From an optimization exercise on the open Yosys and OpenROAD flow, aimed at small area; shortcuts taken in it are not production practice. Only simulation tests tie the RTL to the original design; equivalence was not proved. Power figures rest on the tool's default switching activity, not on a simulated workload.

## rev 12
Design lfsr_memtest, start of the top module:
module lfsr_memtest #(
    parameter DW = 256,
    parameter AW = 24
) (
    input  wire          clk,
    input  wire          rst,
    input  wire [4:0]    host_cmd,
    input  wire [AW-1:0] host_wdata,
    output reg  [AW-1:0] host_rdata,
    output wire          w_stb,
    output wire [DW-1:0] w_data,
    input  wire          w_ack,
    input  wire          r_stb,
    input  wire [DW-1:0] r_data,
    output wire          r_ack
);
    localparam [15:0] MAGIC = 16'h361f;
    localparam [2:0] IDX_MAGIC   = 3'd0;
    localparam [2:0] IDX_W_RESET = 3'd1;
    localparam [2:0] IDX_W_SHOOT = 3'd2;
    localparam [2:0] IDX_LENGTH  = 3'd3;
    localparam [2:0] IDX_R_RESET = 3'd4;
    localparam [2:0] IDX_ERRORS  = 3'd5;
    wire       cmd_en  = host_cmd[4];
    wire       cmd_we  = host_cmd[3];
    wire [2:0] cmd_idx = host_cmd[2:0];
    wire       cmd_wr  = cmd_en & cmd_we;
    wire       cmd_rd  = cmd_en & ~cmd_we;
    reg [AW-1:0] length;
    reg [AW-1:0] err_count;
    reg          p_w_reset;    
    reg          p_w_shoot;
    reg          p_r_reset;
    wire          wr_length = cmd_wr && cmd_idx == IDX_LENGTH;
    wire [AW-1:0] length_next;
    genvar        i;
    for (i = 0; i < AW; i = i + 1) begin : g_length
        wire keep_n;
        memtest_mux2i u_m (.s(wr_length), .a1(host_wdata[i]), .a0(length[i]), .y(keep_n));
        memtest_nor2  u_r (.a(keep_n), .b(rst), .y(length_next[i]));
    end
    always @(posedge clk)
        length <= length_next;
    always @(posedge clk) begin
        if (rst) begin
            p_w_reset <= 1'b0;
            p_w_shoot <= 1'b0;
            p_r_reset <= 1'b0;
        end else begin
            p_w_reset <= cmd_wr && cmd_idx == IDX_W_RESET;
            p_w_shoot <= cmd_wr && cmd_idx == IDX_W_SHOOT;
            p_r_reset <= cmd_wr && cmd_idx == IDX_R_RESET;
  ...
For scale: about 140 flip-flops, roughly 13000 um^2 of cells after synthesis.
==> flow/config.mk <==
export PLATFORM = sky130hd
export DESIGN_NAME = lfsr_memtest
export DESIGN_NICKNAME = lfsr_memtest
export VERILOG_FILES = /design/flow/design.v
export SDC_FILE = /design/flow/constraint.sdc
export NUM_CORES = 4
export LEC_CHECK = 0
export CAP_MARGIN = 20
export CORE_AREA = 5 5 315 315
export CTS_BUF_LIST = sky130_fd_sc_hd__clkbuf_8
export CTS_CLUSTER_DIAMETER = 150
export CTS_CLUSTER_SIZE = 40
export DIE_AREA = 0 0 320 320
export SETUP_SLACK_MARGIN = 0.1
export SLEW_MARGIN = 20
export SYNTH_HIERARCHICAL = 1
==> flow/constraint.sdc <==
create_clock -name core_clock -period 5.0 [get_ports {clk}]
set_input_delay 1.0000 -clock core_clock [delete_from_list [all_inputs] [get_ports {clk}]]
set_output_delay 1.0000 -clock core_clock [all_outputs]
set_load 0.01 [all_outputs]
standard.sh (not shown) runs the stock make flow with config.mk's settings and CLKGATE_MAP_FILE= SYNTH_SCRIPT=/design/flow/synth_recipe.tcl, a recipe that flattens the netlist after the stock synthesis.
==> flow/flow/run.sh <==
#!/bin/bash
# The standard layout (standard.sh, its synthesis unchanged), with three
# settings that ORFS reads from the environment:
#  - the port buffers are sky130_fd_sc_hd__buf_1 instead of the buffer that
#    buffer_ports picks by default (clkdlybuf4s50_1);
#  - timing-driven global placement does not keep the buffers of its trial
#    repair_design (GPL_KEEP_OVERFLOW=0); the later repair steps still run;
#  - clock tree synthesis inserts no dummy loads.
# ORFS writes each step's full log under orfs/logs/; make's own output goes to
# standard_flow.log here.
set -euo pipefail
export BUFFER_PORTS_ARGS="-buffer_cell sky130_fd_sc_hd__buf_1"
export GPL_KEEP_OVERFLOW=0
export CTS_ARGS="-sink_clustering_enable -repair_clock_nets -buf_list sky130_fd_sc_hd__clkbuf_8 -sink_clustering_size 40 -sink_clustering_max_diameter 150 -dont_use_dummy_load"
bash standard.sh > standard_flow.log 2>&1
Rev 12 went all the way through synthesis, placement and routing and the layout is clean on timing, DRC and antenna.
--- input diff rev 12..rev 13 ---
==> flow/flow/run.sh <==
#!/bin/bash
# The standard layout, except that the port buffers are sky130_fd_sc_hd__buf_1
# instead of the buffer buffer_ports picks by default (clkdlybuf4s50_1).
set -euo pipefail
export BUFFER_PORTS_ARGS="-buffer_cell sky130_fd_sc_hd__buf_1"
export GPL_KEEP_OVERFLOW=0
bash standard.sh > standard_flow.log 2>&1
--- a/flow/config.mk
+++ b/flow/config.mk
@@ -7,9 +7,9 @@
 export LEC_CHECK = 0
 export CAP_MARGIN = 20
-export CORE_AREA = 5 5 315 315
+export CORE_AREA = 5 5 235 235
 export CTS_BUF_LIST = sky130_fd_sc_hd__clkbuf_8
 export CTS_CLUSTER_DIAMETER = 150
 export CTS_CLUSTER_SIZE = 40
-export DIE_AREA = 0 0 320 320
+export DIE_AREA = 0 0 240 240
 export SETUP_SLACK_MARGIN = 0.1
 export SLEW_MARGIN = 20
==> comparison <==
Rev 13 reached the end of the flow, and the finished layout is clean on the timing, design-rule and antenna checks.
Summary of rev 13 over rev 12: combined area of the multi-input logic cells did not really move; utilization after layout went up; worst setup slack went down; width of the chip went down.
| count of plain and timing-repair buffers | rev 13 vs rev 12 | about 0.34% lower |
Final critical-path share of the clock period: rev 13 and rev 12 compared, higher one is rev 13
Rev 13: sum of met2 wire segment lengths after detailed routing lower than rev 12
Wire length reported by the detailed router came out lower on rev 13 than on rev 12.

old:
Another version of the RTL of lfsr_memtest (not shown whole).
Size: ~1400 cells after synthesis, roughly 150 flip-flops, about 13000 um2 of cells after synthesis.
clock: 5.0 ns
lec_check: 0
cap_margin: 0
core_area: 5 5 315 315
die_area: 0 0 320 320
setup_slack_margin: 0.1
slew_margin: 0
synth_hierarchical: 1
==> flow/flow/run.sh <==
#!/bin/bash
# The standard layout (standard.sh, its synthesis unchanged), with three
# settings that ORFS reads from the environment:
#  - the port buffers are sky130_fd_sc_hd__buf_1 instead of the buffer that
#    buffer_ports picks by default (clkdlybuf4s50_1);
#  - timing-driven global placement does not keep the buffers of its trial
#    repair_design (GPL_KEEP_OVERFLOW=0); the later repair steps still run;
#  - clock tree synthesis inserts no dummy loads.
# ORFS writes each step's full log under orfs/logs/; make's own output goes to
# standard_flow.log here.
set -euo pipefail
export BUFFER_PORTS_ARGS="-buffer_cell sky130_fd_sc_hd__buf_1"
export GPL_KEEP_OVERFLOW=0
export CTS_ARGS="-sink_clustering_enable -repair_clock_nets -buf_list sky130_fd_sc_hd__clkbuf_8 -sink_clustering_size 40 -sink_clustering_max_diameter 150 -dont_use_dummy_load"
bash standard.sh > standard_flow.log 2>&1
[inputs] new vs old
Settings: DIE_AREA now 0 0 220 220, was 0 0 320 320; CORE_AREA now 5 5 215 215, was 5 5 315 315.
[new] sequential cell fraction of total power rose 0.8 points relative to old. [compare] base=old new=new: fraction of the cycle the final worst path needs dropped 3.5 points, routed wire length on met3 dropped about 20%, post-route worst setup slack climbed 0.18 ns. Against old, new comes in 0.23 ns higher on register-to-register slack. new vs. old: total power consumption of the routed design down 84 uW; final-layout clock buffer total flat; final instance area down 5.2%. Going from old to new, largest vdd supply drop grows by 0.030 mV. The worst setup slack after placement number comes out lower for old vs new.

==> re-timing with driven ports <==
In the flow no input, the clock included, has a driving cell. The finished layouts below were timed again as built, in two steps.
Step 1 sets driving cells, clkbuf_16 on the clock port and buf_2 on the other inputs (assumed; they add their load-dependent delay and slew).
Step 2, shift: input delay + t, output delay - t, t = (earliest + latest rising clock arrival at the registers) / 2. This alone moves slack from input paths to output paths.
Three values: ideal, step 1, step 2; two values: the first two.
run | t (ns) | slack for setup (ns) | hold slack, ns | worst register clock-pin slew, ns | worst slew at a driven data input, ns
rev 12 | 0.510 | 0.163 / 0.114 / 0.210 | 0.434 / 0.434 / 0.434 | 0.11 / 0.11 | 0.16
rev 13 | 0.518 | 0.081 / 0.081 / 0.081 | 0.478 / 0.478 / 0.478 | 0.10 / 0.10 | 0.08
old | 0.554 | 0.296 / 0.246 / 0.504 | 0.480 / 0.480 / 0.480 | 0.10 / 0.10 | 0.22
new | 0.476 | 0.473 / 0.431 / 0.732 | 0.480 / 0.480 / 0.480 | 0.11 / 0.11 | 0.08
After both steps every run listed still meets setup and hold.
